From an optimization exercise on the open Yosys and OpenROAD flow, aimed at a short achievable clock period; shortcuts taken in it are not production practice. Only simulation tests tie the RTL to the original design; equivalence was not proved. Power is estimated from default activity; no workload was simulated.

==> design/flow/run.sh <==
#!/bin/bash
# synth_recipe.tcl (not shown) runs the flow's synth.tcl, then flattens the netlist and writes it again
# the make line also repeats each setting of config.mk as NAME=value (left out here)
make -C /OpenROAD-flow-scripts/flow DESIGN_CONFIG=/design/flow/config.mk WORK_HOME=/design/flow/orfs CLKGATE_MAP_FILE= SYNTH_SCRIPT=/design/flow/synth_recipe.tcl finish
==> design/flow/config.mk <==
export PLATFORM = sky130hd
export DESIGN_NAME = ccsds_rx
export DESIGN_NICKNAME = ccsds_rx
export VERILOG_FILES = /design/flow/design.v
export SDC_FILE = /design/flow/constraint.sdc
export NUM_CORES = 4
export LEC_CHECK = 0
export CAP_MARGIN = 20
export CORE_MARGIN = 2
export CORE_UTILIZATION = 40
export SLEW_MARGIN = 20
==> design/flow/constraint.sdc <==
create_clock -name core_clock -period 4.0 [get_ports {clk}]
set_input_delay 0.8000 -clock core_clock [delete_from_list [all_inputs] [get_ports {clk}]]
set_output_delay 0.8000 -clock core_clock [all_outputs]
set_load 0.01 [all_outputs]
==> design/flow/design.v <==
module ccsds_rx (
    input  wire        clk,
    input  wire        rst,             
    input  wire        in_valid,
    input  wire [7:0]  in_byte,
    input  wire        in_kind,         
    input  wire [8:0]  in_blen,         
    output reg         out_valid,
    output reg  [7:0]  out_byte,
    output reg         out_vc,          
    output reg         done,
    output reg  [1:0]  status,          
    output reg         frame_kind,
    output reg  [8:0]  frame_len,
    output reg  [7:0]  data_len,
    output reg  [15:0] ecf,
    output wire        bp_type,
    output wire [6:0]  bp_apid,
    output wire        bp_ecf_flag,
    output wire [3:0]  tf_tfvn,
    output wire [15:0] tf_scid,
    output wire        tf_sdid,
    output wire [5:0]  tf_vcid,
    output wire [3:0]  tf_mapid,
    output wire        tf_end_flag,
    output wire        tf_bypass,
    output wire        tf_command,
    output wire        tf_ocf,
    output wire [2:0]  tf_vc_length,
    output wire [2:0]  tf_constr_rule,
    output wire [4:0]  tf_protocol_id
);
    localparam [1:0] ST_OK = 2'd0, ST_LEN = 2'd1, ST_CRC = 2'd2;
    function [15:0] crc_step;
        input [15:0] reg_in;
        input [7:0]  b;
        integer k;
        reg [15:0] r;
        begin
            r = reg_in ^ {b, 8'h00};
            for (k = 0; k < 8; k = k + 1) begin
                if (r[15])
                    r = {r[14:0], 1'b0} ^ 16'h1021;
                else
                    r = {r[14:0], 1'b0};
            end
            crc_step = r;
        end
    endfunction
    reg  [1:0]  sync_cnt;       
    reg         in_frame;
    reg         kind;
    reg  [8:0]  blen;
    reg  [8:0]  idx;            
    reg  [8:0]  flen;           
    reg         lenerr;
    reg  [15:0] crc;
    reg  [7:0]  trl_a;          
    reg  [7:0]  trl_b;          
    reg  [7:0]  hdr0, hdr1, hdr2, hdr3, hdr4, hdr5, hdr6, hdr_df;
    wire byte_in = in_valid && in_frame;
    reg [7:0] marker_byte;
    always @(*) begin
        case (sync_cnt)
            2'd0: marker_byte = 8'h1A;
            2'd1: marker_byte = 8'hCF;
            2'd2: marker_byte = 8'hFC;
            default: marker_byte = 8'h1D;
        endcase
    end
    reg [2:0] sync_next;        
    always @(*) begin
        if (in_byte == marker_byte)
            sync_next = {1'b0, sync_cnt} + 3'd1;
        else if (in_byte == 8'h1A)
            sync_next = 3'd1;
        else
            sync_next = 3'd0;
    end
    wire        cur_kind  = (idx == 9'd0) ? in_kind : kind;
    wire [8:0]  cur_blen  = (idx == 9'd0) ? in_blen : blen;
    wire        end_flag  = hdr3[0];
    wire [2:0]  vlen      = hdr6[2:0];
    wire        bp_e      = in_byte[7];
    wire [6:0]  bp_l      = in_byte[6:0];
    wire [7:0]  bp_ovh    = bp_e ? 8'd4 : 8'd2;
    wire [15:0] tf_l      = {hdr4, hdr5};
    wire [16:0] tf_min    = 17'd10 + {14'd0, in_byte[2:0]};
    reg         last;
    reg         lenerr_now;
    reg         flen_set;
    reg  [8:0]  flen_new;
    reg  [7:0]  dlen_new;
    always @(*) begin
        last       = 1'b0;
        lenerr_now = 1'b0;
        flen_set   = 1'b0;
        flen_new   = 9'd0;
        dlen_new   = 8'd0;
        if (cur_kind == 1'b0) begin
            if (idx == 9'd1) begin
                if ({1'b0, bp_l} < bp_ovh) begin
                    lenerr_now = 1'b1;
                    last       = 1'b1;
                end else begin
                    flen_set = 1'b1;
                    flen_new = {2'b00, bp_l};
                    dlen_new = {1'b0, bp_l} - bp_ovh;
                    if (bp_l == 7'd2)
                        last = 1'b1;
                end
            end else if (idx >= 9'd2 && idx == flen - 9'd1) begin
                last = 1'b1;
            end
        end else begin
            if (idx == cur_blen - 9'd1)
                last = 1'b1;
            if (idx == 9'd0 && in_blen < 9'd4)
                lenerr_now = 1'b1;
            if (idx == 9'd3) begin
                if (in_byte[0]) begin
                    if (blen < 9'd7 || blen > 9'd256) begin
                        lenerr_now = 1'b1;
                    end else begin
                        flen_set = 1'b1;
                        flen_new = blen;
                        dlen_new = blen[7:0] - 8'd7;
                    end
                end else begin
                    if (blen < 9'd7)
                        lenerr_now = 1'b1;
                end
            end
            if (idx == 9'd6 && !end_flag) begin
                if ({1'b0, tf_l} < tf_min || tf_l > 16'd256 || tf_l > {7'd0, blen}) begin
                    lenerr_now = 1'b1;
                end else begin
                    flen_set = 1'b1;
                    flen_new = tf_l[8:0];
                    dlen_new = tf_l[7:0] - 8'd10 - {5'd0, in_byte[2:0]};
                end
            end
        end
    end
    wire [9:0] idx_p1 = {1'b0, idx} + 10'd1;
    wire [9:0] idx_p2 = {1'b0, idx} + 10'd2;
    wire [9:0] flen_w = {1'b0, flen};
    reg in_crc, is_trl_a, is_trl_b, is_vc, is_data;
    always @(*) begin
        in_crc   = 1'b0;
        is_trl_a = 1'b0;
        is_trl_b = 1'b0;
        is_vc    = 1'b0;
        is_data  = 1'b0;
        if (kind == 1'b0) begin
            if (hdr1[7]) begin
                if (idx_p2 < flen_w) in_crc = 1'b1;
                if (idx_p2 == flen_w) is_trl_a = 1'b1;
                if (idx_p1 == flen_w) is_trl_b = 1'b1;
                if (idx >= 9'd2 && idx_p2 < flen_w) is_data = 1'b1;
            end else begin
                if (idx >= 9'd2 && idx < flen) is_data = 1'b1;
            end
        end else if (!lenerr) begin
            if (idx_p2 < flen_w) in_crc = 1'b1;
            if (idx_p2 == flen_w) is_trl_a = 1'b1;
            if (idx_p1 == flen_w) is_trl_b = 1'b1;
            if (end_flag) begin
                if (idx >= 9'd5 && idx_p2 < flen_w) is_data = 1'b1;
            end else begin
                if (idx >= 9'd7 && idx < 9'd7 + {6'd0, vlen}) is_vc = 1'b1;
                if (idx >= 9'd8 + {6'd0, vlen} && idx_p2 < flen_w) is_data = 1'b1;
            end
        end
    end
    wire hdr_zone  = cur_kind ? (idx < 9'd5 || (idx < 9'd8 && !end_flag))
                              : (idx < 9'd2);
    wire crc_en    = hdr_zone || in_crc;
    wire df_here   = cur_kind && (idx >= 9'd4) &&
                     (end_flag ? (idx == 9'd4) : (idx == 9'd7 + {6'd0, vlen}));
    wire [15:0] crc_next = crc_step(crc, in_byte);
    wire [7:0]  ta = is_trl_a ? in_byte : trl_a;
    wire [7:0]  tb = is_trl_b ? in_byte : trl_b;
    wire        check_crc = cur_kind ? 1'b1 : ((idx == 9'd1) ? in_byte[7] : hdr1[7]);
    wire [15:0] trailer   = (cur_kind && end_flag) ? {tb, ta} : {ta, tb};
    wire        lenerr_all = lenerr || lenerr_now;
    always @(posedge clk) begin
        if (rst) begin
            sync_cnt  <= 2'd0;
            in_frame  <= 1'b0;
            out_valid <= 1'b0;
            done      <= 1'b0;
        end else begin
            out_valid <= 1'b0;
            done      <= 1'b0;
            if (in_valid && !in_frame) begin
                if (sync_next == 3'd4) begin
                    in_frame <= 1'b1;
                    sync_cnt <= 2'd0;
                    idx      <= 9'd0;
                    lenerr   <= 1'b0;
                    crc      <= 16'h0000;
                end else begin
                    sync_cnt <= sync_next[1:0];
                end
            end
            if (byte_in) begin
                idx <= idx + 9'd1;
                if (idx == 9'd0) begin
                    kind <= in_kind;
                    blen <= in_blen;
                    hdr0 <= in_byte;
                end
                if (idx == 9'd1) hdr1 <= in_byte;
                if (idx == 9'd2) hdr2 <= in_byte;
                if (idx == 9'd3) hdr3 <= in_byte;
                if (idx == 9'd4) hdr4 <= in_byte;
                if (idx == 9'd5) hdr5 <= in_byte;
                if (idx == 9'd6) hdr6 <= in_byte;
                if (df_here)     hdr_df <= in_byte;
                if (crc_en)      crc <= crc_next;
                if (lenerr_now)  lenerr <= 1'b1;
                if (flen_set)    flen <= flen_new;
                if (flen_set)    data_len <= dlen_new;
                if (is_trl_a && idx >= 9'd2) trl_a <= in_byte;
                if (is_trl_b && idx >= 9'd2) trl_b <= in_byte;
                if (!lenerr_all && idx >= 9'd2 && (is_vc || is_data)) begin
                    out_valid <= 1'b1;
                    out_byte  <= in_byte;
                    out_vc    <= is_vc;
                end
                if (last) begin
                    in_frame   <= 1'b0;
                    done       <= 1'b1;
                    frame_kind <= cur_kind;
                    frame_len  <= flen_set ? flen_new : flen;
                    ecf        <= trailer;
                    if (lenerr_all)
                        status <= ST_LEN;
                    else if (check_crc && trailer != crc)
                        status <= ST_CRC;
                    else
                        status <= ST_OK;
                end
            end
        end
    end
    assign bp_type        = hdr0[7];
    assign bp_apid        = hdr0[6:0];
    assign bp_ecf_flag    = hdr1[7];
    assign tf_tfvn        = hdr0[7:4];
    assign tf_scid        = {hdr0[3:0], hdr1, hdr2[7:4]};
    assign tf_sdid        = hdr2[3];
    assign tf_vcid        = {hdr2[2:0], hdr3[7:5]};
    assign tf_mapid       = hdr3[4:1];
    assign tf_end_flag    = hdr3[0];
    assign tf_bypass      = hdr6[7];
    assign tf_command     = hdr6[6];
    assign tf_ocf         = hdr6[3];
    assign tf_vc_length   = hdr6[2:0];
    assign tf_constr_rule = hdr_df[7:5];
    assign tf_protocol_id = hdr_df[4:0];
endmodule
==> metrics.md <==
| Metric | Value |
|---|---|
| Max Slew Vio Count | 0 |
| Setup CP Type | reg2reg |
| CP bufs+invs | 3 |
| Worst Max-Slew Pin Slew | 0.802 ns |
| Clk pin slew, worst setup/hold paths | 0.07 ns |
| Seq/Total Area, Yosys | between 40% and 50% |
| Post-Syn Nets | 1063 |
| CP Capture Type | flop |
| Core Area | 0.0260 mm² |
| Final Skew | 0.0159 ns |
| # DRC | 0 |
| CP peak stage delay | 0.55 ns |
| CTS tree | done |
| Critical path depth | 12 |
| GRT Residual Overflow | 0 |
| Crit-path slowest cell | or4_4 |
| Core Util, Final | 51.0% |
| H-Tree Depth | 4 |
| Cell family with most CP delay | simple AND/OR/NAND/NOR gates |
| Yosys synthesis warning count | 1 |
| Max Clk Rate | 267 MHz |
| Slew margin rel. | 46.3% |
| CP Data Required Time | 4.18 ns |
| HP Class | reg2reg |
| Syn Area/Cell | about 11 µm² |
| Share of layout cells above drive strength 1 | 13.9% |
| Path depth of the worst reg2reg path | 12 |
| Antenna violations before repair | 1 |
| Hold Crit Depth | 2 |
| Rows | 59 |
| First-pass GRT wire length | 49200 µm |
| Power Density | 296 mW/mm² |
| Insertion delay to the later sink of the worst-skew pair | 0.44 ns |
| Wire per inst | roughly 21 µm |
| P&R area growth vs syn | 25.8% |
| EDFF count, synth | 168 |
| Leakage | ~5.1 nW |
| Die X-Extent | about 170 µm |
| Crit path launch type | flop |
| Setup Slack @ Placement | 0.0204 ns |
| Vias in the first global route | 8295 |
| Antenna cells | 0 |
| Final setup fails | 0 |
| Max Cap Viol | 0 |
| DR iter-0 viols | 938 |
| Period Utilization, post-route | a little over nine tenths |
| Setup TNS Final | 0 ns |
| Initial Utilization | about two fifths |
| Vias | 8512 |
| Fin. Hold Viols | 0 |
| Maximum vdd drop | 0.239 mV |
| Synth Flop Type | edfxtp_1 |
| Chip height | 166 µm |
| Largest net degree at the start of global routing | 29 |
| Period minus WS final | 3.75 ns |
| Die ar. | approximately 0.028 mm² |
| Synthesized cell area | 0.0105 mm² |
| Final total power | 3.92 mW |
| IO Port Bufs | roughly 120 |
| RSZ-0062 raised after global routing | no |
| Yosys reg bits | 173 |
| # nets final | ~1200 |
| Max Buffers Root-to-Sink | 2 |
| Asr flop ratio synth | 0% |
| Root Buffer | clkbuf_16 |
| Worst EP arrival | 3.93 ns |
| Worst Slack Setup Final | 0.250 ns |
| Placed insts | 1470 |
| Most frequent CP cell | buf_4 |
| Status | timing/DRC/antenna clean |
| I/O Pins | 123 |
| Hold buffers post-CTS | 0 |
| Synth unique cells | 80 |
| Mapped Cells | 972 |
| Via density per instance | 5.66 |
| GP Congestion | 0.897 |
| Gr usage total | 23.1% |
| Final wirelength | about 32000 µm |
| DP HPWL | ~24000 µm |
| DR pass1 iterations | 7 |
| Clk sinks | between 150 and 200 |
| Total CTS buffers | 17 |
| Max FO, Critical Path | 13 |
| Finished Layout Cells | 1504 |
| Post-DRT Antenna Nets | 0 |
| CP cell instances | buf_4 -> buf_4 -> ha_1 -> o21bai_1 -> or4_4 -> nor4_4 -> buf_4 -> a32oi_1 -> mux2i_1 -> o21ai_0 -> a2111oi_2 -> a21oi_1 |
sequential cells by signal, indices dropped and copies added (netlist names), 9 cells and up:
name       count
crc           16
ecf           16
blen           9
flen           9
frame_len      9
idx            9
power breakdown:
group | internal, mW | leakage (nW) | total, mW | switching (mW)
clock | 0.839 | 0.282 | 1.65 | 0.815
combinational | 0.112 | 3.18 | 0.262 | 0.150
sequential | 1.99 | 1.60 | 2.00 | 0.0152
total | 2.94 | 5.06 | 3.92 | 0.980
cells in the final DEF, fill, tap and decap left out, types with 9 or more instances in the layout:
cell,synthesis,final
a21o_1,9,9
xnor2_1,70,70
nand2_1,72,72
clkdlybuf4s50_1,0,122
nand3_1,26,26
nor2_1,70,69
nor2b_1,11,11
a31oi_1,9,9
xor2_1,24,24
nand4_1,13,13
a21oi_1,52,51
nor3_1,33,32
mux2i_1,22,21
ha_1,67,66
o21ai_0,43,42
clkbuf_16,0,17
inv_1,72,70
o22ai_1,12,12
edfxtp_1,168,168
buf_4,11,94
per-stage QoR:
step / area (µm²) / hold slack, ns
final: 13300 / 0.557
after floorplan: 10600 / 0.482
after global routing: 13300 / 0.592
after detailed placement: 12600 / 0.540
after CTS: 13200 / 0.554
after global placement: 12600 / 0.539
repair_timing:
action	4_1_cts	5_1_grt
setup endpoints to repair	0	29
buffers inserted	0	1
resized for setup	0	4
worst reg2reg max path: stages, from the launching register on:
cell,delay [ns]
edfxtp_1,0.36
buf_4,0.20
buf_4,0.21
ha_1,0.32
o21bai_1,0.12
or4_4,0.55
nor4_4,0.43
buf_4,0.29
a32oi_1,0.13
mux2i_1,0.18
o21ai_0,0.19
a2111oi_2,0.39
a21oi_1,0.12
per-layer routing:
metal,global-route usage (%),vias to the layer above,share of wire (%)
met1,31.9,4109,43
met3,4.74,71,8.2
met4,7.46,2,2.5
li1,-,3934,-
met5,0,-,0.041
met2,36.7,396,46
logic make-up (layout without fill, tap and decap cells):
family                   count (synthesis)  count (layout)  share of synthesized area [%]
AO/OA/AOI/OAI                          209             209                           13.5
XOR/XNOR                                97              97                           8.40
adder cells (fa/ha/maj)                 70              70                           8.53
buffers and inverters                  126             322                           5.48
flip-flops                             173             173                           48.8
multiplexers                            23              23                           2.20
AND/OR/NAND/NOR                        274             275                           13.1
synth_stat cells (24+ instances only):
cell | n | area [µm²]
a21oi_1 | 52 | 260
clkbuf_1 | 25 | 93.8
edfxtp_1 | 168 | 5040
ha_1 | 67 | 838
inv_1 | 72 | 270
nand2_1 | 72 | 270
nand3_1 | 26 | 130
nor2_1 | 70 | 263
nor3_1 | 33 | 165
o21ai_0 | 43 | 215
xnor2_1 | 70 | 613
xor2_1 | 24 | 210
area by class of cell:
type	count	area [µm²]
tap	335	419
sequential	173	5140
inverter	73	274
clock inverter	15	166
fill	2349	12700
multi-input combinational	674	4880
timing repair buffer	217	1950
clock buffer	17	425
worst paths after layout:
path,from,endpoint,slack (ns)
hold reg to reg,in_frame,in_frame,0.56
setup reg to reg,idx[1],status[1],0.25
hold / removal,in_frame,in_frame,0.56
setup / recovery,idx[1],status[1],0.25

## separate check: timing with driven ports
The results above use ideal ports. As a check the final layout listed here was re-extracted and re-timed, cells and wires unchanged.
Step 1 assumes that a clkbuf_16 drives the clock port and a buf_2 every other input.
Step 2 adds t to the input delays and takes it off the output delays; t is the mean of the earliest and latest rising clock arrival at the registers after step 1. Input paths then give back, and output paths get back, about the clock's delay inside the block.
Slacks: no drivers / after step 1 / after step 2; pairs: no drivers / after step 1.
shift t [ns]: 0.482
slack for setup (ns): 0.250 / 0.250 / 0.054
worst hold slack (ns): 0.557 / 0.557 / 0.557
After both steps setup and hold are still met in this run. For this run, drivers alone change the setup slack by 0.000 ns; drivers and shift together by -0.196 ns.
